Source: an optimization exercise on an open RTL-to-GDS flow (aim: small area). Production flows keep margins and buffers that such runs may drop.
Only simulation tests tie the RTL to the original design; equivalence was not proved.
No activity file was given, so power comes from the tool's default toggle rates.

$ cat flow/flow/run.sh
#!/bin/bash
# Standard layout, with two changes: port buffers use buf_1 instead of the
# default pick, and clock tree synthesis uses small clock buffers in small
# clusters without dummy loads.
set -euo pipefail
export BUFFER_PORTS_ARGS="-buffer_cell sky130_fd_sc_hd__buf_1"
export CTS_ARGS="-sink_clustering_enable -repair_clock_nets -buf_list sky130_fd_sc_hd__clkbuf_4 -sink_clustering_size 9 -sink_clustering_max_diameter 45 -dont_use_dummy_load"
bash standard.sh > standard.log 2>&1
$ cat flow/standard.sh
#!/bin/bash
# synth_recipe.tcl (not shown) runs the flow's synth.tcl, then flattens the netlist and writes it again
# the make line also repeats each setting of config.mk as NAME=value (left out here)
make -C /OpenROAD-flow-scripts/flow DESIGN_CONFIG=/design/flow/config.mk WORK_HOME=/design/flow/orfs CLKGATE_MAP_FILE= SYNTH_SCRIPT=/design/flow/synth_recipe.tcl "${@:-finish}"
$ cat flow/config.mk
export PLATFORM = sky130hd
export DESIGN_NAME = avc
export DESIGN_NICKNAME = avc
export VERILOG_FILES = /design/flow/design.v
export SDC_FILE = /design/flow/constraint.sdc
export NUM_CORES = 4
export LEC_CHECK = 0
export ABC_AREA = 1
export CAP_MARGIN = 20
export CORE_MARGIN = 2
export CORE_UTILIZATION = 65
export CTS_BUF_LIST = sky130_fd_sc_hd__clkbuf_8
export CTS_CLUSTER_DIAMETER = 60
export CTS_CLUSTER_SIZE = 15
export PLACE_DENSITY = 0.75
export SLEW_MARGIN = 20
$ cat flow/constraint.sdc
create_clock -name core_clock -period 10.0 [get_ports {clk}]
set_input_delay 2.0000 -clock core_clock [delete_from_list [all_inputs] [get_ports {clk}]]
set_output_delay 2.0000 -clock core_clock [all_outputs]
set_load 0.01 [all_outputs]
$ cat flow/design.v
module avc_codec (
    input  wire       clk,
    input  wire       rst,
    input  wire       rx,
    input  wire       start,
    input  wire       wr,       
    input  wire       lng,      
    input  wire       wb,       
    output wire       done,
    output wire       ok,       
    output wire       rbit,     
    output wire [1:0] kind,     
    output reg  [7:0] pw,
    output reg  [1:0] sym,
    output wire       tx,
    output wire       idle
);
    localparam C_IDLE = 3'd0;
    localparam C_WAIT = 3'd1;
    localparam C_MEAS = 3'd3;
    localparam C_SLOT = 3'd2;
    localparam C_DRV  = 3'd4;
    reg [2:0] cph;
    reg [7:0] cnt;      
    wire w_idle = (cph == C_IDLE);
    wire w_wait = (cph == C_WAIT);
    wire w_meas = (cph == C_MEAS);
    wire w_slot = (cph == C_SLOT);
    wire w_drv  = (cph == C_DRV);
    assign tx = w_drv;
    assign idle = w_idle;
    wire [7:0] inc = (cnt == 8'd255) ? 8'd255 : cnt + 8'd1;
    wire c0 = (cnt >= 8'd28)  && (cnt <= 8'd38);
    wire c1 = (cnt >= 8'd15)  && (cnt <= 8'd25);
    wire cs = (cnt >= 8'd165) && (cnt <= 8'd175);
    wire [1:0] cls = c0 ? 2'b00 : c1 ? 2'b01 : cs ? 2'b10 : 2'b11;
    wire is_bit = c0 | c1;
    wire at_end  = lng ? (cnt == 8'd189) : (cnt == 8'd38);
    wire hi_end  = lng ? (cnt == 8'd169) : wb ? (cnt == 8'd19) : (cnt == 8'd32);
    wire fall    = w_meas && !rx;
    assign done = (fall && !lng && (!is_bit || cnt == 8'd38)) || (w_slot && at_end);
    assign ok   = !w_meas || is_bit;
    assign rbit = w_slot && sym[0];
    assign kind = {~cls[0], cls[0]};
    always @(posedge clk) begin
        if (start || (w_wait && !rx) || (fall && lng && !cs))
            cnt <= 8'd0;
        else
            cnt <= inc;
        if (rst) begin
            cph <= C_IDLE;
            pw  <= 8'd0;
            sym <= 2'b11;
        end else begin
            if ((w_wait || w_meas) && rx)
                pw <= inc;
            if (fall)
                sym <= cls;
            if (start)
                cph <= wr ? C_DRV : C_WAIT;
            else if (w_wait && rx)
                cph <= C_MEAS;
            else if (fall)
                cph <= lng ? (cs ? C_SLOT : C_WAIT) : (done ? C_IDLE : C_SLOT);
            else if (w_drv && hi_end)
                cph <= C_SLOT;
            else if (w_slot && at_end)
                cph <= C_IDLE;
        end
    end
endmodule
module avc (
    input  wire        clk,
    input  wire        rst,
    input  wire        rx,
    output wire        tx,
    output wire        en,
    input  wire [9:0]  haddr,
    input  wire [15:0] hwdata,
    input  wire        hwe,
    output reg  [15:0] hrdata
);
    reg        en_r;
    reg [11:0] local_addr;
    reg [15:0] arg;
    reg [15:0] res;
    reg        busy, done_r, ok_r, rxm_valid;
    reg [3:0]  err;
    reg [1:0]  cause;
    reg        rxm_bcast;
    reg [11:0] rxm_master, rxm_slave;
    reg [3:0]  rxm_control;
    reg [4:0]  rxm_len;   
    reg [255:0] rxd;
    reg        txm_bcast;
    reg [11:0] txm_master, txm_slave;
    reg [3:0]  txm_control;
    reg [8:0]  txm_len;
    reg [255:0] txd;
    reg [3:0]  op;
    reg        b_r;
    reg [2:0]  fid;
    reg        ack;       
    reg        aph;       
    reg        fph;       
    reg        par;
    reg [3:0]  ix;        
    reg [5:0]  bidx;      
    reg [4:0]  t;         
    reg [15:0] acc;
    assign en = en_r;
    wire [4:0]  t1   = t + 5'd1;
    wire [31:0] psel = 32'd1 << (haddr[4:0] - t);    
    wire msg = op[3] & op[2] & ~op[1];                  
    wire dw  = op[3] ? op[0] : op[1];                   
    wire u_start = (fid == 3'd0) & ~ack;
    wire u_bit   = (fid == 3'd1) & ~ack;
    wire u_field = (fid[2] | fid[1]) & ~ack;
    wire [3:0] src_ctl = txm_control;
    reg        src;
    always @* begin
        case (fid)
            3'd2:    src = txm_master[ix];
            3'd3:    src = txm_slave[ix];
            3'd4:    src = src_ctl[ix[1:0]];
            3'd5:    src = txm_len[ix[2:0]];
            3'd6:    src = acc[ix[2:0]];
            default: src = arg[ix];
        endcase
    end
    wire wbit = ack ? 1'b0 : u_bit ? (msg ? txm_bcast : b_r) : (fph ? par : src);
    reg        s_start, s_wr;
    wire       s_done, s_ok, s_bit, s_idle;
    wire [1:0] s_kind;
    wire [7:0] pw;
    wire [1:0] sym;
    avc_codec u_codec (
        .clk(clk), .rst(rst), .rx(rx),
        .start(s_start), .wr(s_wr), .lng(u_start), .wb(wbit),
        .done(s_done), .ok(s_ok), .rbit(s_bit), .kind(s_kind),
        .pw(pw), .sym(sym), .tx(tx), .idle(s_idle)
    );
    wire       host_we = hwe && !busy;
    wire       cmd_go  = host_we && (haddr == 10'h000) && (hwdata[3:0] != 4'hF);
    wire [3:0] cmd_op  = hwdata[3:0];
    wire [4:0] cmd_n   = hwdata[8:4];
    wire [4:0] cmd_nm1 = cmd_n - 5'd1;
    wire       txm_ok  = (txm_len[8:6] == 3'd0) &&
                         (txm_len[5] ? (txm_len[4:0] == 5'd0) : (txm_len[4:0] != 5'd0));
    wire       cmd_cod = (cmd_op[3:2] == 2'b01) || (cmd_op[3:1] == 3'b101) || (cmd_op == 4'hC) ||
                         (cmd_op[3:1] == 3'b100 && (!cmd_n[4] || cmd_n[3:0] == 4'd0)) ||
                         (cmd_op == 4'hD && txm_ok);
    wire       cmd_wr  = cmd_op[3] ? cmd_op[0] : cmd_op[1];
    wire answering = msg ? (!rxm_bcast && rxm_slave == local_addr) : b_r;
    wire expct    = msg ? !txm_bcast : b_r;
    wire [7:0] wlen = acc[7:0];
    wire len_bad = !((wlen[7:6] == 2'd0) && (wlen[5] ? (wlen[4:0] == 5'd0) : (wlen[4:0] != 5'd0)));
    wire [5:0] blen = dw ? txm_len[5:0] : {rxm_len == 5'd0, rxm_len};
    wire last_byte = (bidx == blen);
    reg        u_ok;        
    reg        u_fail;      
    reg [1:0]  u_kind;      
    reg        u_more;      
    reg        u_reply;     
    reg        v_shift;     
    reg        v_send;      
    always @* begin
        u_ok = 1'b0; u_fail = 1'b0; u_kind = s_kind; u_more = 1'b0;
        u_reply = 1'b0; v_shift = 1'b0; v_send = 1'b0;
        if (s_done) begin
            if (ack) begin
                if (aph) u_ok = 1'b1;
                else if (!s_ok) u_fail = 1'b1;
                else if (s_bit && (dw ? expct : answering)) begin
                    if (dw) begin u_fail = 1'b1; u_kind = 2'd0; end
                    else u_reply = 1'b1;
                end else u_ok = 1'b1;
            end else if (u_field) begin
                if (!dw && !s_ok) u_fail = 1'b1;
                else if (!fph) begin
                    u_more = 1'b1;
                    v_shift = !dw;
                    v_send = dw;
                end else if (!dw && (par ^ s_bit)) begin
                    u_fail = 1'b1; u_kind = 2'd3;
                end else u_ok = 1'b1;
            end else begin
                if (!dw && !s_ok) u_fail = 1'b1;
                else u_ok = 1'b1;
            end
        end
    end
    wire       lenfail = msg && !dw && u_ok && u_field && fid == 3'd5 && len_bad;
    wire       rx_ins  = busy && msg && !dw && ack && fid == 3'd6 && t1 == bidx[4:0];
    wire       m_fin   = msg && u_ok && ack && fid == 3'd6 && last_byte;
    wire       m_next  = msg && u_ok && !lenfail && !m_fin;
    wire       m_toack = u_field && fid != 3'd2;           
    wire [2:0] m_fid   = (m_toack || fid == 3'd6) ? fid : fid + 3'd1;
    wire [3:0] m_ix    = (m_fid[2:1] == 2'b01) ? 4'd11 : (m_fid == 3'd4) ? 4'd3 : 4'd7;
    wire fin_imm = busy && s_idle;
    wire fin  = fin_imm || ((u_ok || u_fail) && !m_next);
    wire fail = fin_imm ? ((op[3:1] == 3'b100) || op == 4'hD) : (u_fail || lenfail);
    always @* begin
        s_start = 1'b0;
        s_wr    = 1'b0;
        if (cmd_go) begin
            s_start = cmd_cod;
            s_wr    = cmd_wr & (cmd_op != 4'hB);
        end else if (m_next) begin
            s_start = 1'b1;
            s_wr    = dw & ~m_toack;
        end else if (u_more || u_reply) begin
            s_start = 1'b1;
            s_wr    = dw | u_reply;
        end
    end
    always @(posedge clk) begin
        t   <= t1;
        rxd <= {rx_ins ? acc[7:0] : rxd[7:0], rxd[255:8]};
        if (msg && dw && t == bidx[4:0])
            acc[7:0] <= txd[7:0];
        if (v_shift) begin
            acc <= {acc[14:0], s_bit};
            case (fid)
                3'd2: if (msg) rxm_master  <= {rxm_master[10:0], s_bit};
                3'd3: if (msg) rxm_slave   <= {rxm_slave[10:0], s_bit};
                3'd4: if (msg) rxm_control <= {rxm_control[2:0], s_bit};
                default: ;
            endcase
        end
        if (msg && !dw && u_bit && u_ok)
            rxm_bcast <= s_bit;
        if (msg && !dw && u_field && fid == 3'd5 && u_ok)
            rxm_len <= acc[4:0];
        if (cmd_go) begin
            op   <= cmd_op;
            b_r  <= hwdata[9];
            bidx <= 6'd0;
            ack  <= (cmd_op[3:1] == 3'b101);
            aph  <= 1'b0;
            fph  <= (cmd_n == 5'd0);
            par  <= 1'b0;
            ix   <= cmd_nm1[3:0];
            acc  <= 16'd0;
            fid  <= (cmd_op[3:2] == 2'b01) ? {2'b00, cmd_op[0] ^ cmd_op[1]} :
                    (cmd_op[3:1] == 3'b100) ? 3'd7 : 3'd0;
        end else begin
            if (u_more) begin
                par <= par ^ (v_shift ? s_bit : wbit);
                ix  <= ix - 4'd1;
                if (ix == 4'd0) fph <= 1'b1;
            end
            if (u_reply) aph <= 1'b1;
            if (m_next) begin
                fid <= m_fid;
                ack <= m_toack;
                aph <= 1'b0;
                fph <= 1'b0;
                par <= 1'b0;
                ix  <= m_ix;
                if (!ack && fid == 3'd6) bidx <= bidx + 6'd1;
            end
        end
        if (rst) begin
            en_r        <= 1'b0;
            local_addr  <= 12'd0;
            res         <= 16'd0;
            busy        <= 1'b0;
            done_r      <= 1'b0;
            ok_r        <= 1'b0;
            rxm_valid   <= 1'b0;
            err         <= 4'd0;
            cause       <= 2'd0;
        end else begin
            if (cmd_go) begin
                busy   <= 1'b1;
                done_r <= 1'b0;
                if (cmd_op == 4'hC) rxm_valid <= 1'b0;
            end
            if (fin) begin
                busy   <= 1'b0;
                done_r <= 1'b1;
                ok_r   <= !fail;
                if (fin_imm) begin
                    err   <= fail ? (op[3:1] == 3'b100 ? 4'd4 : 4'd10) : 4'd0;
                    cause <= 2'd0;
                    res   <= {15'd0, op == 4'h3 && en_r};
                    case (op)
                        4'h1: en_r <= 1'b1;
                        4'h2: en_r <= 1'b0;
                        4'hE: local_addr <= arg[11:0];
                        default: ;
                    endcase
                end else begin
                    err   <= !fail ? 4'd0 : ack ? 4'd12 : msg ? {1'b0, fid} + 4'd5 : {2'b00, u_kind};
                    cause <= (fail && (msg || ack)) ? (lenfail ? 2'd0 : u_kind) : 2'd0;
                    res   <= fail ? 16'd0 : (op == 4'h5) ? {15'd0, s_bit} : (op == 4'h8) ? acc : 16'd0;
                    if (msg && !dw && !fail) rxm_valid <= 1'b1;
                end
            end
        end
    end
    wire [15:0] wd = rst ? 16'd0 : hwdata;
    wire        wr_any = rst || host_we;
    always @(posedge clk) begin
        if (wr_any && (rst || haddr == 10'h001)) arg         <= wd;
        if (wr_any && (rst || haddr == 10'h020)) txm_bcast   <= wd[0];
        if (wr_any && (rst || haddr == 10'h021)) txm_master  <= wd[11:0];
        if (wr_any && (rst || haddr == 10'h022)) txm_slave   <= wd[11:0];
        if (wr_any && (rst || haddr == 10'h023)) txm_control <= wd[3:0];
        if (wr_any && (rst || haddr == 10'h024)) txm_len     <= wd[8:0];
    end
    genvar gi;
    generate
        for (gi = 0; gi < 32; gi = gi + 1) begin : g_txd
            always @(posedge clk)
                if (wr_any && (rst || (haddr[9:5] == 5'b10000 && psel[(gi + 1) % 32])))
                    txd[gi*8 +: 8] <= wd[7:0];
                else
                    txd[gi*8 +: 8] <= txd[((gi + 1) % 32)*8 +: 8];
        end
    endgenerate
    wire [15:0] status = {2'b00, cause, err, 3'b000, rxm_valid, en_r, ok_r, done_r, busy};
    wire        rin    = rxm_valid && (rxm_len == 5'd0 || haddr[4:0] < rxm_len);
    always @* begin
        hrdata = 16'd0;
        case (haddr)
            10'h001: hrdata = arg;
            10'h002: hrdata = status;
            10'h003: hrdata = res;
            10'h004: hrdata = {6'd0, sym, pw};
            10'h005: hrdata = {4'd0, local_addr};
            10'h010: hrdata = rxm_valid ? {15'd0, rxm_bcast}   : 16'd0;
            10'h011: hrdata = rxm_valid ? {4'd0, rxm_master}   : 16'd0;
            10'h012: hrdata = rxm_valid ? {4'd0, rxm_slave}    : 16'd0;
            10'h013: hrdata = rxm_valid ? {12'd0, rxm_control} : 16'd0;
            10'h014: hrdata = rxm_valid ? {10'd0, rxm_len == 5'd0, rxm_len} : 16'd0;
            10'h020: hrdata = {15'd0, txm_bcast};
            10'h021: hrdata = {4'd0, txm_master};
            10'h022: hrdata = {4'd0, txm_slave};
            10'h023: hrdata = {12'd0, txm_control};
            10'h024: hrdata = {7'd0, txm_len};
            default: ;
        endcase
        if (haddr[9:5] == 5'b01000)
            hrdata = rin ? {8'd0, rxr} : 16'd0;
        else if (haddr[9:5] == 5'b10000)
            hrdata = {8'd0, txr};
    end
    reg  [7:0]  txr, rxr;
    integer k;
    always @* begin
        txr = 8'd0;
        rxr = 8'd0;
        for (k = 0; k < 32; k = k + 1) begin
            txr = txr | (txd[k*8 +: 8] & {8{psel[k]}});
            rxr = rxr | (rxd[k*8 +: 8] & {8{psel[k]}});
        end
    end
endmodule
==> results of run 1 <==
[worst min-delay path by stage]
stage | startpoint | to | slack (ps)
final | rxd[174] | rxd[166] | 300
after global routing | rxd[174] | rxd[166] | 310
after CTS | rxd[189] | rxd[181] | 300
after detailed placement | rxd[240] | rxd[232] | 340
after global placement | rxd[55] | rxd[47] | 330
after floorplan | rxd[32] | rxd[24] | 330
[power breakdown]
part           total (mW)  internal (mW)  switching (mW)
Sequential           3.10           2.98           0.124
Combinational       0.377          0.104           0.273
Clock                1.34          0.426           0.918
[layer usage]
| metal | share of wire | up-vias | track usage |
|---|---|---|---|
| met5 | 0.00013 | - | 0 |
| met4 | 0.11 | 2 | 0.426 |
| met3 | 0.11 | 628 | 0.101 |
| met2 | 0.44 | 2079 | 0.744 |
| met1 | 0.33 | 11600 | 0.539 |
| li1 | - | 10700 | - |
[area by class of cell]
| class | count | area, um2 | area share |
|---|---|---|---|
| antenna | 1 | 2.50 | 0.0000884 |
| sequential | 703 | 15100 | 0.533 |
| clock buffer | 93 | 698 | 0.0247 |
| tap | 532 | 666 | 0.0235 |
| timing repair buffer | 85 | 503 | 0.0178 |
| inverter | 264 | 991 | 0.0350 |
| multi-input combinational | 1985 | 10300 | 0.366 |
[flip-flops by register name (all words and copies together) (netlist names), 5 cells and up]
signal       count
acc             16
arg             16
bidx             6
local_addr      12
res             16
rxd            256
rxm_len          5
rxm_master      12
rxm_slave       12
t                5
txd            256
txm_len          9
txm_master      12
txm_slave       12
u_codec.cnt      8
u_codec.pw       8
[cell usage in the layout, fill, tap and decap left out, types with 35 or more instances in the layout]
cell type	n
nand2_1	661
dfxtp_1	601
o21ai_0	343
inv_1	220
a22oi_1	201
nor2_1	157
nand3_1	154
a21oi_1	129
edfxtp_1	102
clkbuf_4	94
nand4_1	88
buf_1	46
buf_4	35
[logic make-up (layout without fill, tap and decap cells)]
| family | count (synthesis) | after routing | share of synthesized area |
|---|---|---|---|
| AO/OA/AOI/OAI | 799 | 799 | 0.180 |
| other | 0 | 1 | 0 |
| AND/OR/NAND/NOR | 1136 | 1136 | 0.181 |
| adder cells (fa/ha/maj) | 24 | 24 | 0.0114 |
| buffers and inverters | 400 | 442 | 0.0584 |
| multiplexers | 1 | 1 | 0.000418 |
| flip-flops | 703 | 703 | 0.560 |
| XOR/XNOR | 25 | 25 | 0.00813 |
[critical path: cells and delay by family]
kind,cells,cell delay (ps)
adders and majority gates,1,500
xor gates and xnor gates,1,330
AOI/OAI and AO/OA,2,780
and+or+nand+nor,6,1450
buffers and inverters,4,1440
[stage by stage]
| stage | setup slack [ps] | cells | util | area [um2] | hold slack [ps] |
|---|---|---|---|---|---|
| finish | 1460 | 3663 | 0.693 | 28300 | 295 |
| global route | 1430 | 3663 | 0.693 | 28300 | 306 |
| CTS | 1810 | 3661 | 0.692 | 28300 | 301 |
| detailed placement | 1840 | 3568 | 0.675 | 27600 | 336 |
| global placement | 1970 | 3566 | 0.673 | 27500 | 332 |
| floorplan | 3600 | 3088 | - | 26900 | 331 |
==> results by group, run 1 <==
Worst setup path
  • Type of element launching the critical path: primary input
  • Worst path slowest cell: clkinv_1
  • Depth of the worst register-to-register path: 8
  • Crit-path most repeated cell: nand3_1
  • Capture point of the critical path: hrdata[2]
  • Worst stage delay on the critical path: a little under 800 ps
  • Setup slack, reg-to-reg: 5580 ps
  • Kind of end point of the critical path: output pin
  • Worst endpoint data arrival time: 6540 ps
  • Beginning of the critical path: haddr[1]
  • Crit path cell chain: buf_1 -> inv_1 -> fa_1 -> o21ai_1 -> xnor2_2 -> nand3_1 -> clkinv_1 -> nand2_1 -> nand3_1 -> nor3_1 -> nand4_1 -> o21ai_0 -> nand3_1 -> buf_1
  • Endpoint of the most critical register-to-register path: txd[207]
  • FF-to-FF Start: t[0]
  • Kind of critical path: in -> out
  • Required @ worst endpoint: 8000 ps
  • Crit Path Max Fanout: 17

Hold path
  • Number of stages on the worst hold path: 0
  • Min-delay worst type: reg -> reg

Global route
  • Number of global-route vias before repair: 24100
  • Pin count of the biggest net entering global routing: 55
  • Global routing usage summed across all routing layers: 0.471
  • Wire length of the first global-routing pass: between 150000 and 200000 um
  • Grt ovf: 0
  • Number of antenna violations at the first check in global routing: 2

Floorplanning
  • Core area: 40800 um2
  • Die ar.: 43100 um2
  • Horizontal extent of the die: around 210 um
  • Y dimension of the die: 208 um
  • Number of ports placed on the die boundary: 48
  • Count of standard-cell rows: 74
  • Starting utilization of the core area: 0.660

Yosys
  • List of most frequent post-synthesis cells: nand2_1 (661), dfxtp_1 (601), o21ai_0 (345)
  • Synthesis Warnings: 2
  • Count of flip-flops with a built-in enable after synthesis: 102
  • Net count after synthesis: 3142
  • Post-synth top area share: 0.446
  • Main flop type after synthesis: dfxtp_1
  • Instance count of the mapped netlist: 3088
  • Synthesized area divided by synthesized cell count: 8.73 um2
  • Post-Syn Area: 26900 um2
  • Distinct cell type count after synthesis: 58
  • Leading cell type by number of instances after synthesis: nand2_1
  • Number of flip-flops and latches in the synthesized netlist: between 700 and 800
  • Library cell with the largest summed area after synthesis: dfxtp_1
  • Part of the Yosys area used for sequential elements: 0.560
  • Fraction of registers with async set or reset after synthesis: 0
  • Cell types occupying the most area after synthesis: dfxtp_1 (45%), edfxtp_1 (11%), nand2_1 (9.2%), o21ai_0 (6.4%), a22oi_1 (5.6%)

Detailed routing
  • DRT iter0 DRCs: 3785
  • Via/cell ratio: 6.84
  • Average wire length per cell after detail routing: 28.3 um
  • First-pass iteration count of the detailed router: 7
  • Total Wirelength: 104000 um
  • Routed via count: 25000
  • # DRC: 0
  • Antenna-violating nets left: 0

Job
  • Max_cap viols: 0

CTS
  • Htree depth: 3
  • Clock latency of the later-clocked register in the worst-skew pair: 930 ps
  • Clk root buf: clkbuf_4
  • Quantity of hold-fixing buffers added after cts: 0
  • Count of buffers added by post-CTS timing repair for setup: 0
  • Number of clock sinks seen by CTS: 703
  • TritonCTS clock tree: done
  • Clock slew at the register clock pins of the worst setup and hold paths: about 100 ps
  • Maximum clock insertion buffer count: 3
  • Number of cells upsized or downsized after cts: 0
  • TritonCTS buffer count: 93

Place
  • Detail Placement HPWL: ~74000 um
  • Port buffer count: 47
  • Gp weighted congestion: roughly 1.1

STA
  • Setup TNS: 0 ps
  • Final clock period utilization by the worst path: 0.854
  • Total count of hold-check failures in the final report: 0
  • RSZ-0062 raised after global routing: no
  • Maximum clock frequency: between 0.1 and 0.15 GHz
  • Final number of setup-violating endpoints: 0
  • Maximum clock skew at final layout: 94.7 ps
  • Minimum period implied by the final worst setup slack: 8540 ps
  • Final-report max-slew violation count: 0
  • Worst rel slew slack: 0.140
  • Worst Max-Slew Pin Slew: 1290 ps

Power and ir drop
  • Total chip power: 4.83 mW
  • Power density over cell area: 170 nW/um2
  • Maximum vdd drop: 0.000168 V
  • Cell leakage power: between 10 and 15 nW

Cells and area
  • Number of fillers in the final layout: 3171
  • Area delta synth->final: 5.03%
  • Net count of the finished layout: 3186
  • Proportion of layout cells with a drive suffix above 1: 0.0626

Run status
  • Run status: complete, no violations
==> run 2, diff against run 1 <==
==> flow/flow/run.sh (replaced) <==
#!/bin/bash
# Standard layout, with two changes: port buffers use buf_2 instead of the
# default pick, and clock tree synthesis uses small clock buffers in small
# clusters without dummy loads.
set -euo pipefail
export BUFFER_PORTS_ARGS="-buffer_cell sky130_fd_sc_hd__buf_2"
export CTS_ARGS="-sink_clustering_enable -repair_clock_nets -buf_list sky130_fd_sc_hd__clkbuf_4 -sink_clustering_size 9 -sink_clustering_max_diameter 45 -dont_use_dummy_load"
bash standard.sh > standard.log 2>&1
==> run 2 against run 1 <==
Maximum frequency increased by 2.0%. Sequential share of layout area about the same. Clock-buffer cell count unchanged. Utilization decreased by 0.055 points. Largest cell class unchanged. Design area about the same. Die area unchanged. Wire length decreased by 2.4%. Still clean. First-iteration DRC count increased by 11%. Critical path type unchanged. Critical path depth increased by 1. Global-route usage decreased by 1.2 points.
==> results by group, run 2 <==
Run status
  • Run status: complete, no violations

Detailed routing
  • First-pass iteration count of the detailed router: 7
  • # DRC: 0
  • Max Used Layer: met4
  • Via/cell ratio: between 6 and 7
  • Met3 routed wirelength: 12300 um
  • Routed met2 length: 43800 um
  • Wl on met1: roughly 34000 um
  • Average wire length per cell after detail routing: 27.7 um
  • Routed via count: 24900
  • Antenna-violating nets left: 0
  • DRT iter0 DRCs: roughly 4200
  • Total Wirelength: 101000 um

Place
  • Detail Placement HPWL: around 70000 um
  • Minimum setup slack after placement: roughly 2000 ps
  • Gp weighted congestion: 1.11
  • Port buffer count: between 40 and 50
  • Placed Cells: between 3000 and 4000

Global route
  • Number of global-route vias before repair: 23500
  • Number of antenna violations at the first check in global routing: 2
  • Grt ovf: 0
  • Wire length of the first global-routing pass: 147000 um
  • Pin count of the biggest net entering global routing: 40
  • Global routing usage summed across all routing layers: 0.459

Worst setup path
  • Worst path slowest cell: clkinv_1
  • Required @ worst endpoint: ~8000 ps
  • Kind of end point of the critical path: output pin
  • Crit path cell chain: buf_2 -> inv_1 -> ha_1 -> fa_1 -> o21ai_1 -> xor2_2 -> nand3_1 -> clkinv_1 -> a22oi_1 -> nand4_1 -> nor2_1 -> nand2_1 -> nand2_1 -> nand3_1 -> buf_2
  • Worst stage delay on the critical path: 900 ps
  • Type of element launching the critical path: primary input
  • Crit Path Max Fanout: 17
  • Worst endpoint data arrival time: ~6400 ps
  • Kind of critical path: in -> out

Yosys
  • List of most frequent post-synthesis cells: nand2_1 (661), dfxtp_1 (601), o21ai_0 (345)
  • Synthesis Warnings: 2
  • Number of flip-flops and latches in the synthesized netlist: between 700 and 800
  • Part of the Yosys area used for sequential elements: 0.560
  • Library cell with the largest summed area after synthesis: dfxtp_1
  • Distinct cell type count after synthesis: just under 60
  • Cell types occupying the most area after synthesis: dfxtp_1 (45%), edfxtp_1 (11%), nand2_1 (9.2%), o21ai_0 (6.4%), a22oi_1 (5.6%)
  • Post-Syn Area: 26900 um2
  • Fraction of registers with async set or reset after synthesis: 0
  • Synthesized area divided by synthesized cell count: 8.73 um2
  • Net count after synthesis: 3142
  • Post-synth top area share: 0.446
  • Count of flip-flops with a built-in enable after synthesis: 102
  • Instance count of the mapped netlist: 3088
  • Main flop type after synthesis: dfxtp_1
  • Leading cell type by number of instances after synthesis: nand2_1

CTS
  • Htree depth: 3
  • Clk root buf: clkbuf_4
  • TritonCTS buffer count: slightly above 90
  • Clock latency of the later-clocked register in the worst-skew pair: 900 ps
  • Clock slew at the register clock pins of the worst setup and hold paths: ~100 ps
  • Quantity of hold-fixing buffers added after cts: 0
  • Number of clock sinks seen by CTS: 703
  • Number of cells upsized or downsized after cts: 0
  • Count of buffers added by post-CTS timing repair for setup: 0
  • Maximum clock insertion buffer count: 3
  • TritonCTS clock tree: done

Floorplanning
  • Core area: 40800 um2
  • Y dimension of the die: 208 um
  • Starting utilization of the core area: 0.660
  • Number of ports placed on the die boundary: 48
  • Horizontal extent of the die: 208 um
  • Die ar.: 43100 um2
  • Count of standard-cell rows: 74

STA
  • RSZ-0062 raised after global routing: no
  • Worst hold margin: 305 ps
  • Setup TNS: 0 ps
  • Minimum period implied by the final worst setup slack: 8370 ps
  • Crit path setup slack, layout: 1630 ps
  • Maximum clock frequency: 0.119 GHz
  • Final clock period utilization by the worst path: 0.837
  • Worst Max-Slew Pin Slew: 1250 ps
  • Worst rel slew slack: 0.167
  • Total count of hold-check failures in the final report: 0
  • Maximum clock skew at final layout: 88.0 ps
  • Final number of setup-violating endpoints: 0
  • Final-report max-slew violation count: 0

Cells and area
  • Net count of the finished layout: 3175
  • Top flop regs: rxd x256, txd x256
  • Number of non-filler instances in the completed layout: 3653
  • Area delta synth->final: 4.95%
  • Proportion of layout cells with a drive suffix above 1: 0.0776
  • Most used cells in the layout excluding fill and tap cells: nand2_1 (661), dfxtp_1 (601), o21ai_0 (343)
  • Most common library cell in the layout ignoring fill and taps: nand2_1

Job
  • Max_cap viols: 0

Power and ir drop
  • Cell leakage power: ~11 nW
  • Power density over cell area: 171 nW/um2
  • Maximum vdd drop: 0.000147 V

Hold path
  • Min-delay worst type: reg -> reg
-- run 2: changes by cell type in the layout (fill, tap and decap cells not counted), moves of 2 or more --
cell | previous run | this run
a21oi_1 | 129 | 119
buf_2 | 0 | 46
buf_16 | 2 | 0
buf_1 | 46 | 0
a21oi_2 | 12 | 22
buf_4 | 35 | 28
-- run 2: cell type report --
type / instances / area (um2)
fillers: 3305 / 12500
well taps: 532 / 666
clock buffers: 93 / 698
multi-input cells: 1985 / 10400
repair buffers: 74 / 440
inverters: 264 / 991
flip-flops and latches: 703 / 15100
diodes: 2 / 5.00
-- run 2: kinds of logic after synthesis --
family | synth area share
AND/OR/NAND/NOR | 0.181
AO/OA/AOI/OAI | 0.180
flip-flops | 0.560
buffers and inverters | 0.0584
XOR/XNOR | 0.00813
adder cells (fa/ha/maj) | 0.0114
multiplexers | 0.000418
-- run 2: stage by stage --
stage | util | instance area (um2) | total power, mW
floorplan | - | 26900 | 3.34
detailed placement | 0.674 | 27500 | 3.51
global route | 0.693 | 28300 | 4.96
finish | 0.693 | 28300 | 4.83
global placement | 0.673 | 27500 | 3.50
CTS | 0.691 | 28200 | 4.78
-- run 2: power by group --
| group | total (mW) | switching (mW) | internal (mW) | leakage (nW) |
|---|---|---|---|---|
| registers | 3.10 | 0.118 | 2.98 | 5.84 |
| clock network | 1.35 | 0.927 | 0.426 | 0.428 |
| logic | 0.377 | 0.274 | 0.103 | 4.91 |
-- run 2: worst paths after layout --
check / endpoint / from / slack (ps) / cells past startpoint
min reg2reg: rxd[159] / rxd[167] / 310 / 0
min: rxd[159] / rxd[167] / 310 / 0
max reg2reg: txd[181] / t[0] / 5400 / 8
max: hrdata[0] / haddr[0] / 1630 / 15
-- run 2: worst max-delay path, delay by kind of cell --
kind,cells,cell delay [ps]
fa+ha+maj,2,680
xor+xnor,1,370
simple gates,6,930
compound gates,2,1040
buf+inv,4,1340
-- run 2: per-layer routing --
layer / up-vias / track usage
li1: 10700 / -
met1: 11500 / 0.532
met2: 2037 / 0.702
met3: 616 / 0.119
met4: 0 / 0.414
met5: - / 0
==> run 3, diff against run 2 <==
--- a/flow/design.v
+++ b/flow/design.v
@@ -90,7 +90,7 @@
     reg        rxm_bcast;
     reg [11:0] rxm_master, rxm_slave;
     reg [3:0]  rxm_control;
-    reg [4:0]  rxm_len;   
+    reg [5:0]  rxm_len;
     reg [255:0] rxd;
     reg        txm_bcast;
     reg [11:0] txm_master, txm_slave;
@@ -98,14 +98,14 @@
     reg [8:0]  txm_len;
     reg [255:0] txd;
     reg [3:0]  op;
-    reg        b_r;
     reg [2:0]  fid;
     reg        ack;       
-    reg        aph;       
-    reg        fph;       
     reg        par;
-    reg [3:0]  ix;        
-    reg [5:0]  bidx;      
+    reg [4:0]  ix;        
+    wire       fph = ix[4];    
+    wire       aph = ix[4];    
+    wire       b_r = ix[0];
+    reg [4:0]  bidx;      
     reg [4:0]  t;         
     reg [15:0] acc;
     assign en = en_r;
@@ -120,12 +120,12 @@
     reg        src;
     always @* begin
         case (fid)
-            3'd2:    src = txm_master[ix];
-            3'd3:    src = txm_slave[ix];
+            3'd2:    src = txm_master[ix[3:0]];
+            3'd3:    src = txm_slave[ix[3:0]];
             3'd4:    src = src_ctl[ix[1:0]];
             3'd5:    src = txm_len[ix[2:0]];
             3'd6:    src = acc[ix[2:0]];
-            default: src = arg[ix];
+            default: src = arg[ix[3:0]];
         endcase
     end
     wire wbit = ack ? 1'b0 : u_bit ? (msg ? txm_bcast : b_r) : (fph ? par : src);
@@ -155,7 +155,7 @@
     wire expct    = msg ? !txm_bcast : b_r;
     wire [7:0] wlen = acc[7:0];
     wire len_bad = !((wlen[7:6] == 2'd0) && (wlen[5] ? (wlen[4:0] == 5'd0) : (wlen[4:0] != 5'd0)));
-    wire [5:0] blen = dw ? txm_len[5:0] : {rxm_len == 5'd0, rxm_len};
+    wire [4:0] blen = dw ? txm_len[4:0] : rxm_len[4:0];    
     wire last_byte = (bidx == blen);
     reg        u_ok;        
     reg        u_fail;      
@@ -191,12 +191,12 @@
         end
     end
     wire       lenfail = msg && !dw && u_ok && u_field && fid == 3'd5 && len_bad;
-    wire       rx_ins  = busy && msg && !dw && ack && fid == 3'd6 && t1 == bidx[4:0];
+    wire       rx_ins  = busy && msg && !dw && ack && fid == 3'd6 && t1 == bidx;
     wire       m_fin   = msg && u_ok && ack && fid == 3'd6 && last_byte;
     wire       m_next  = msg && u_ok && !lenfail && !m_fin;
     wire       m_toack = u_field && fid != 3'd2;           
     wire [2:0] m_fid   = (m_toack || fid == 3'd6) ? fid : fid + 3'd1;
-    wire [3:0] m_ix    = (m_fid[2:1] == 2'b01) ? 4'd11 : (m_fid == 3'd4) ? 4'd3 : 4'd7;
+    wire [4:0] m_ix    = (m_fid[2:1] == 2'b01) ? 5'd11 : (m_fid == 3'd4) ? 5'd3 : 5'd7;
     wire fin_imm = busy && s_idle;
     wire fin  = fin_imm || ((u_ok || u_fail) && !m_next);
     wire fail = fin_imm ? ((op[3:1] == 3'b100) || op == 4'hD) : (u_fail || lenfail);
@@ -217,7 +217,7 @@
     always @(posedge clk) begin
         t   <= t1;
         rxd <= {rx_ins ? acc[7:0] : rxd[7:0], rxd[255:8]};
-        if (msg && dw && t == bidx[4:0])
+        if (msg && dw && t == bidx)
             acc[7:0] <= txd[7:0];
         if (v_shift) begin
             acc <= {acc[14:0], s_bit};
@@ -231,34 +231,28 @@
         if (msg && !dw && u_bit && u_ok)
             rxm_bcast <= s_bit;
         if (msg && !dw && u_field && fid == 3'd5 && u_ok)
-            rxm_len <= acc[4:0];
+            rxm_len <= acc[5:0];
         if (cmd_go) begin
             op   <= cmd_op;
-            b_r  <= hwdata[9];
-            bidx <= 6'd0;
+            bidx <= 5'd0;
             ack  <= (cmd_op[3:1] == 3'b101);
-            aph  <= 1'b0;
-            fph  <= (cmd_n == 5'd0);
             par  <= 1'b0;
-            ix   <= cmd_nm1[3:0];
+            ix   <= (cmd_op[3:1] == 3'b100) ? cmd_nm1 : {4'd0, hwdata[9]};
             acc  <= 16'd0;
             fid  <= (cmd_op[3:2] == 2'b01) ? {2'b00, cmd_op[0] ^ cmd_op[1]} :
                     (cmd_op[3:1] == 3'b100) ? 3'd7 : 3'd0;
         end else begin
             if (u_more) begin
                 par <= par ^ (v_shift ? s_bit : wbit);
-                ix  <= ix - 4'd1;
-                if (ix == 4'd0) fph <= 1'b1;
+                ix  <= ix - 5'd1;
             end
-            if (u_reply) aph <= 1'b1;
+            if (u_reply) ix[4] <= 1'b1;
             if (m_next) begin
                 fid <= m_fid;
                 ack <= m_toack;
-                aph <= 1'b0;
-                fph <= 1'b0;
                 par <= 1'b0;
                 ix  <= m_ix;
-                if (!ack && fid == 3'd6) bidx <= bidx + 6'd1;
+                if (!ack && fid == 3'd6) bidx <= bidx + 5'd1;
             end
         end
         if (rst) begin
@@ -321,7 +315,7 @@
         end
     endgenerate
     wire [15:0] status = {2'b00, cause, err, 3'b000, rxm_valid, en_r, ok_r, done_r, busy};
-    wire        rin    = rxm_valid && (rxm_len == 5'd0 || haddr[4:0] < rxm_len);
+    wire        rin    = rxm_valid && ({1'b0, haddr[4:0]} < rxm_len);
     always @* begin
         hrdata = 16'd0;
         case (haddr)
@@ -334,7 +328,7 @@
             10'h011: hrdata = rxm_valid ? {4'd0, rxm_master}   : 16'd0;
             10'h012: hrdata = rxm_valid ? {4'd0, rxm_slave}    : 16'd0;
             10'h013: hrdata = rxm_valid ? {12'd0, rxm_control} : 16'd0;
-            10'h014: hrdata = rxm_valid ? {10'd0, rxm_len == 5'd0, rxm_len} : 16'd0;
+            10'h014: hrdata = rxm_valid ? {10'd0, rxm_len}     : 16'd0;
             10'h020: hrdata = {15'd0, txm_bcast};
             10'h021: hrdata = {4'd0, txm_master};
             10'h022: hrdata = {4'd0, txm_slave};
==> run 3 against run 2 <==
Still clean. Design area rose by 0.43%. Register-to-register slack improved by 230 ps. First-iteration DRC count fell by 10%. Synthesized area rose by 0.56%. Cell count rose by 0.79%. Clock-buffer cell count did not move. Critical endpoint is now hrdata[2]. Largest cell class unchanged. Highest routed layer is now met5.
==> results by group, run 3 <==
Yosys
  • Library cell with the largest summed area after synthesis: dfxtp_1
  • Instance count of the mapped netlist: 3118
  • Synthesized area divided by synthesized cell count: 8.69 um2
  • Leading cell type by number of instances after synthesis: nand2_1
  • Part of the Yosys area used for sequential elements: 0.556
  • Post-synth top area share: 0.442
  • Main flop type after synthesis: dfxtp_1
  • Fraction of registers with async set or reset after synthesis: 0
  • Distinct cell type count after synthesis: 70
  • Count of flip-flops with a built-in enable after synthesis: 102
  • Net count after synthesis: 3173
  • Post-Syn Area: 27100 um2
  • Synthesis Warnings: 2
  • Cell types occupying the most area after synthesis: dfxtp_1 (44%), edfxtp_1 (11%), nand2_1 (9.8%), o21ai_0 (7.0%), inv_1 (3.7%)
  • List of most frequent post-synthesis cells: nand2_1 (708), dfxtp_1 (599), o21ai_0 (378)
  • Number of flip-flops and latches in the synthesized netlist: 701

Global route
  • Wire length of the first global-routing pass: 149000 um
  • Grt ovf: 0
  • Grt met3 use: 0.113
  • Pin count of the biggest net entering global routing: 75
  • Met2 usage: 0.716
  • Global routing usage summed across all routing layers: 0.466
  • Number of antenna violations at the first check in global routing: 3
  • GRT met1 Usage: 0.530
  • Most Used Layer, Global Route: met2
  • Number of global-route vias before repair: 23900

Power and ir drop
  • Total chip power: 4.85 mW
  • Cell leakage power: 11.2 nW
  • Maximum vdd drop: ~0.00014 V
  • Power density over cell area: 171 nW/um2

Worst setup path
  • Depth of the worst register-to-register path: 21
  • Kind of end point of the critical path: output pin
  • Endpoint of the most critical register-to-register path: u_codec.cph[1]
  • Type of element launching the critical path: primary input
  • Required @ worst endpoint: around 8000 ps
  • Setup slack, reg-to-reg: 5630 ps
  • Crit Path Max Fanout: 17
  • FF-to-FF Start: fid[2]
  • Kind of critical path: in -> out
  • Beginning of the critical path: haddr[0]
  • Worst endpoint data arrival time: 6500 ps

Cells and area
  • Proportion of layout cells with a drive suffix above 1: 0.0851
  • Area delta synth->final: 4.82%
  • Top flop regs: rxd x256, txd x256
  • Final instance area: 28400 um2
  • Most used cells in the layout excluding fill and tap cells: nand2_1 (708), dfxtp_1 (599), o21ai_0 (375)
  • Net count of the finished layout: 3205
  • Core occupancy in the finished layout: 0.693
  • Number of non-filler instances in the completed layout: around 3700
  • Number of fillers in the final layout: 3420
  • Most common library cell in the layout ignoring fill and taps: nand2_1

CTS
  • TritonCTS buffer count: 93
  • TritonCTS clock tree: done
  • Htree depth: 3
  • Maximum clock insertion buffer count: 3
  • Clock slew at the register clock pins of the worst setup and hold paths: around 100 ps
  • Number of clock sinks seen by CTS: around 700
  • Number of cells upsized or downsized after cts: 0
  • Count of buffers added by post-CTS timing repair for setup: 0
  • Clk root buf: clkbuf_4
  • Quantity of hold-fixing buffers added after cts: 0
  • Clock latency of the later-clocked register in the worst-skew pair: 880 ps

Detailed routing
  • DRT iter0 DRCs: 3780
  • Via/cell ratio: 6.73
  • # DRC: 0
  • First-pass iteration count of the detailed router: 9
  • Average wire length per cell after detail routing: 27.7 um
  • Antenna-violating nets left: 0
  • Total Wirelength: roughly 100000 um
  • Routed via count: 24800

Floorplanning
  • Horizontal extent of the die: 208 um
  • Core area: around 41000 um2
  • Number of ports placed on the die boundary: 48
  • Count of standard-cell rows: 74
  • Die ar.: 43300 um2
  • Starting utilization of the core area: 0.661
  • Y dimension of the die: 208 um

STA
  • Crit path setup slack, layout: 1500 ps
  • Final number of setup-violating endpoints: 0
  • Setup TNS: 0 ps
  • Total count of hold-check failures in the final report: 0
  • Maximum clock skew at final layout: 107 ps
  • Worst Max-Slew Pin Slew: 1220 ps
  • Minimum period implied by the final worst setup slack: 8500 ps
  • Final clock period utilization by the worst path: 0.850
  • RSZ-0062 raised after global routing: no
  • Final-report max-slew violation count: 0
  • Maximum clock frequency: 0.118 GHz
  • Worst rel slew slack: 0.181
  • Worst hold margin: 308 ps

Place
  • Gp weighted congestion: between 1 and 1.5
  • Minimum setup slack after placement: 1900 ps
  • Placed Cells: 3587
  • Detail Placement HPWL: 71400 um
  • Port buffer count: 47
  • Post-detailed-placement cell area: about 28000 um2

Hold path
  • Number of stages on the worst hold path: 0
  • Origin of the worst min-delay path: rxd[148]
  • Min-delay worst type: reg -> reg
  • Capture endpoint of the worst hold path: rxd[140]

Job
  • Max_cap viols: 0

Run status
  • Run status: complete, no violations
run 3: cell families after synthesis:
kind of cell	after synthesis	synth area share
AND/OR/NAND/NOR	1141	0.182
AO/OA/AOI/OAI	796	0.178
flip-flops	701	0.556
buffers and inverters	431	0.0639
adder cells (fa/ha/maj)	25	0.0118
XOR/XNOR	23	0.00854
multiplexers	1	0.000416
run 3: cell type report:
cell class                 instances  area [um2]  share of cell area
antenna                            2        5.00            0.000176
clock buffer                      93         698              0.0246
inverter                         294        1110              0.0389
multi-input combinational       1986       10400               0.367
sequential                       701       15100               0.530
tap                              532         666              0.0234
timing repair buffer              74         438              0.0154
run 3: per-layer routing:
layer / part of all wire / wire length (um)
met2: 0.43 / 43900
met3: 0.12 / 12200
met5: 0.00039 / 40
met1: 0.33 / 33900
met4: 0.12 / 11800
run 3: critical path: stages:
cell and delay (ps):
buf_2 150, inv_1 70, ha_1 220, fa_1 420, nand3b_1 190, nand2_1 180
xnor2_2 270, nand3_1 190, clkinv_1 740, nand2_1 240, nand4_1 210, nor4b_1 610
nand4_1 320, o21ai_0 380, nand3_1 140, buf_2 170
run 3: worst max path at each step:
stage / end / slack [ps] / depth (start not counted)
6_report: hrdata[2] / 1500 / 16
3_3_place_gp: hrdata[2] / 1920 / 16
2_1_floorplan: hrdata[0] / 3690 / 15
4_1_cts: hrdata[2] / 1910 / 16
5_1_grt: hrdata[2] / 1570 / 16
3_5_place_dp: hrdata[2] / 1900 / 16
run 3: power breakdown:
part           internal (mW)  switching [mW]
Clock                  0.426           0.921
Combinational          0.114           0.297
Sequential              2.97           0.118
Total                   3.51            1.34

separate check: timing with driven ports:
How much do the figures lean on ideal ports? The routed layouts below were timed once more, with nothing changed but the port constraints. Step 1, drivers: a clkbuf_16 drives clk and a buf_2 each remaining input, both assumed. Step 2 also shifts input and output timing later by t, the mid clock arrival at the registers, as if the neighbouring blocks saw the same clock. Slacks: ideal ports / drivers / drivers and shift; pairs: ideal ports / drivers.
run | shift t [ns] | setup WS [ns] | worst setup path at the end | worst data-port slew with drivers (ns)
run 1 | 0.932 | 1.459 / 1.404 / 1.404 | input to output | 0.07
run 2 | 0.927 | 1.625 / 1.577 / 1.577 | input to output | 0.07
run 3 | 0.892 | 1.496 / 1.444 / 1.444 | input to output | 0.09
After both steps every run listed still meets setup and hold. The setup slack of run 1, which loses most, moves by -0.055 ns with the drivers and by -0.055 ns with both steps.
